This design comes from an exercise in tuning for small area, a short achievable clock period and few clock cycles per item on the open sky130 flow, not from production work.
Only simulation tests tie the RTL to the original design; equivalence was not proved.

## run 2
==> flow/design.v (excerpt) <==
module ft8_textcodec (
    input  wire        clk,
    input  wire        rst,
    input  wire        start,
    input  wire [1:0]  op,
    input  wire [90:0] din,
    output wire        ready,
    output reg         done,
    output reg         ok,
    output reg         crc_ok,
    output reg  [90:0] dout
);
    localparam integer KS = 12;                
    localparam integer NU = 3;                
    localparam integer NR = 4;                
    localparam integer NC = (71 + KS - 1) / KS;  
    localparam integer W  = NC * KS;             
    localparam [13:0] CRC_POLY  = 14'h2757;
    localparam [70:0] F71_LIMIT = 71'd1283997101947010102272;
    function [13:0] mulx(input [13:0] v);
        mulx = {v[12:0], 1'b0} ^ (v[13] ? CRC_POLY : 14'd0);
    endfunction
    function [13:0] divx(input [13:0] v);
        divx = v[0] ? ({1'b1, 13'd0} | ((v ^ CRC_POLY) >> 1)) : (v >> 1);
    endfunction
    function [13:0] xpow(input integer n);
        integer i;
        begin
            xpow = 14'd1;
            for (i = 0; i < n; i = i + 1) xpow = mulx(xpow);
        end
    endfunction
    localparam [13:0] C_FWD = xpow(25);        
    localparam [13:0] C_REV = xpow(24 + W);    
    integer i;
    genvar  e, s, j;
    reg         bv;        
    reg  [1:0]  bop;
    reg  [90:0] bdin;
    reg         rdy;
    wire [NU-1:0] ubusy, ulast, ufin, ubusy_n, ulast_n, go_u;
    wire [NR-1:0] rbusy, rlast, rfin, rbusy_n, rlast_n, go_r;
    wire [NU-1:0] ufree = ~ubusy | ulast;      
    wire [NR-1:0] rfree = ~rbusy | rlast;
    wire to_u = (bop == 2'd1);
    generate
        for (e = 0; e < NU; e = e + 1) begin : gu
            if (e == 0) assign go_u[e] = bv & to_u & ufree[e];
            else        assign go_u[e] = bv & to_u & ufree[e] & ~|ufree[e-1:0];
        end
        for (e = 0; e < NR; e = e + 1) begin : gr
            if (e == 0) assign go_r[e] = bv & ~to_u & rfree[e];
            else        assign go_r[e] = bv & ~to_u & rfree[e] & ~|rfree[e-1:0];
        end
  ...
For scale: ~30000 cells after synthesis, ~190 I/O pins.
Settings: LEC_CHECK=0, ABC_CLOCK_PERIOD_IN_PS=13000, CAP_MARGIN=20, CORE_MARGIN=2, CORE_UTILIZATION=55, SLEW_MARGIN=20, SYNTH_HIERARCHICAL=1; clock period 58.0 ns.
run.sh (not shown) runs the stock make flow with config.mk's settings and CLKGATE_MAP_FILE= SYNTH_SCRIPT=/design/flow/synth_recipe.tcl, a recipe that flattens the netlist after the stock synthesis.
Testbench counts of run 2, summed over its fixed seeds: cycles 3,939, items 3,200.
Changes in run 3 relative to run 2:
--- a/flow/design.v
+++ b/flow/design.v
@@ -3,24 +3,24 @@
     input  wire        rst,
     input  wire        start,
     input  wire [1:0]  op,
     input  wire [90:0] din,
     output wire        ready,
     output reg         done,
     output reg         ok,
     output reg         crc_ok,
     output reg  [90:0] dout
 );
     localparam integer KS = 12;                
-    localparam integer NU = 3;                
-    localparam integer NR = 4;                
+    localparam integer NU = 2;                
+    localparam integer NR = 2;                
     localparam integer NC = (71 + KS - 1) / KS;  
     localparam integer W  = NC * KS;             
     localparam [13:0] CRC_POLY  = 14'h2757;
     localparam [70:0] F71_LIMIT = 71'd1283997101947010102272;
     function [13:0] mulx(input [13:0] v);
         mulx = {v[12:0], 1'b0} ^ (v[13] ? CRC_POLY : 14'd0);
     endfunction
     function [13:0] divx(input [13:0] v);
         divx = v[0] ? ({1'b1, 13'd0} | ((v ^ CRC_POLY) >> 1)) : (v >> 1);
     endfunction
     function [13:0] xpow(input integer n);
## What came out
Run 3 has more setup slack than run 2.
In run 3 the met1 demand-to-capacity share in global routing turned out 1.1 points lower than in run 2.
Floorplan core area, run 2 and run 3, higher one = run 2.
Placed cell count is lower on run 3
Testbench counts of run 3, summed over its fixed seeds: cycles 6,845, items 3,200.

========
main:
Another version of the RTL of ft8_textcodec (not shown whole).
Size: ~190 I/O pins, about 180000 um^2 of cells after synthesis.
// ft8_textcodec
module ft8_textcodec (
    input  wire        clk,
    input  wire        rst,
    input  wire        start,
    input  wire [1:0]  op,
    input  wire [90:0] din,
    output wire        ready,
    output reg         done,
    output reg         ok,
    output reg         crc_ok,
    output reg  [90:0] dout
);
    localparam integer KS = 12;                
    localparam integer NU = 2;                
    localparam integer NR = 3;                
    localparam integer NC = (71 + KS - 1) / KS;  
    localparam integer W  = NC * KS;             
    localparam [13:0] CRC_POLY  = 14'h2757;
    localparam [70:0] F71_LIMIT = 71'd1283997101947010102272;
    function [13:0] mulx(input [13:0] v);
        mulx = {v[12:0], 1'b0} ^ (v[13] ? CRC_POLY : 14'd0);
    endfunction
    function [13:0] divx(input [13:0] v);
        divx = v[0] ? ({1'b1, 13'd0} | ((v ^ CRC_POLY) >> 1)) : (v >> 1);
    endfunction
    function [13:0] xpow(input integer n);
        integer i;
        begin
            xpow = 14'd1;
            for (i = 0; i < n; i = i + 1) xpow = mulx(xpow);
        end
    endfunction
    localparam [13:0] C_FWD = xpow(25);        
    localparam [13:0] C_REV = xpow(24 + W);    
    integer i;
    genvar  e, s, j;
    reg         bv;        
    reg  [1:0]  bop;
    reg  [90:0] bdin;
    reg         rdy;
    wire [NU-1:0] ubusy, ulast, ufin, ubusy_n, ulast_n, go_u;
    wire [NR-1:0] rbusy, rlast, rfin, rbusy_n, rlast_n, go_r;
    wire [NU-1:0] ufree = ~ubusy | ulast;      
    wire [NR-1:0] rfree = ~rbusy | rlast;
    wire to_u = (bop == 2'd1);
    generate
        for (e = 0; e < NU; e = e + 1) begin : gu
            if (e == 0) assign go_u[e] = bv & to_u & ufree[e];
  ...
Settings: LEC_CHECK=0, ABC_CLOCK_PERIOD_IN_PS=13000, CAP_MARGIN=20, CORE_MARGIN=2, CORE_UTILIZATION=55, SLEW_MARGIN=20, SYNTH_HIERARCHICAL=1; clock period 58.0 ns.
Testbench counts of main, summed over its fixed seeds: cycles 5,372, items 3,200.
The inputs of the feature branch differ from those of main as listed below.
diff --git a/flow/design.v b/flow/design.v
--- a/flow/design.v
+++ b/flow/design.v
@@ -33,16 +33,17 @@
     localparam [13:0] C_FWD = xpow(25);        
     localparam [13:0] C_REV = xpow(24 + W);    
     integer i;
     genvar  e, s, j;
     reg         bv;        
     reg  [1:0]  bop;
     reg  [90:0] bdin;
     reg         rdy;
+    reg  [NC-1:0] dpipe;   
     wire [NU-1:0] ubusy, ulast, ufin, ubusy_n, ulast_n, go_u;
     wire [NR-1:0] rbusy, rlast, rfin, rbusy_n, rlast_n, go_r;
     wire [NU-1:0] ufree = ~ubusy | ulast;      
     wire [NR-1:0] rfree = ~rbusy | rlast;
     wire to_u = (bop == 2'd1);
     generate
         for (e = 0; e < NU; e = e + 1) begin : gu
             if (e == 0) assign go_u[e] = bv & to_u & ufree[e];
@@ -273,23 +274,25 @@
             end
     end
     wire       bv_n  = accept | (bv & ~disp);
     wire [1:0] bop_n = accept ? op : bop;
     wire       rdy_n = ~bv_n | ((bop_n == 2'd1) ? |(~ubusy_n | ulast_n)
                                                 : |(~rbusy_n | rlast_n));
     always @(posedge clk) begin
         if (rst) begin
-            bv   <= 1'b0;
-            rdy  <= 1'b1;
-            done <= 1'b0;
+            bv    <= 1'b0;
+            rdy   <= 1'b1;
+            dpipe <= {NC{1'b0}};
+            done  <= 1'b0;
         end else begin
-            bv   <= bv_n;
-            rdy  <= rdy_n;
-            done <= |ufin | |rfin;
+            bv    <= bv_n;
+            rdy   <= rdy_n;
+            dpipe <= {dpipe[NC-2:0], disp};
+            done  <= dpipe[NC-1];         
         end
         if (accept) begin
             bop  <= op;
             bdin <= din;
         end
         dout   <= ({91{uok}} & text) | rres;
         ok     <= uok | rok;
         crc_ok <= ucrc | rcrc;
Result: PASS for each of main and the feature branch. The feature branch vs. main: clock network area share level; synthesized area per cell down about 0.54%; post-route cell area dropped 0.57%. Of the feature branch and main, it is the feature branch that has the lower met2 wirelength from detailed routing. [compare] base=main new=the feature branch: number of buffers added by the clock tree synthesis step decreased by 8 relative to the old numbers; worst setup slack increased by 0.27 ns relative to the old numbers.
Testbench counts of the feature branch, summed over its fixed seeds: cycles 5,372, items 3,200.

==> port drivers added, routing unchanged <==
The flow's constraints put no driver on any port. The routed layouts listed below were extracted and timed again, unchanged, in two steps. Step 1 (the two cells are an assumption about what drives the block):
set clk [get_ports {clk}]
set_driving_cell -lib_cell sky130_fd_sc_hd__clkbuf_16 $clk
set_driving_cell -lib_cell sky130_fd_sc_hd__buf_2 [delete_from_list [all_inputs] $clk]
Step 2 also shifts input and output timing later by t, the mid clock arrival at the registers, as if the neighbouring blocks saw the same clock. Slacks: ideal / step 1 / step 2; pairs: ideal / step 1.
run	shift t [ns]	setup slack, ns	worst data-port slew with drivers (ns)
run 2	1.050	44.314 / 44.195 / 43.795	0.06
run 3	0.923	44.364 / 44.259 / 44.230	0.07
main	0.990	44.230 / 44.126 / 44.634	0.05
the feature branch	0.965	44.501 / 44.395 / 44.121	0.05
After both steps setup and hold are still met in every run listed. For run 2, which loses most, drivers alone change the setup slack by -0.119 ns; drivers and shift together by -0.519 ns.
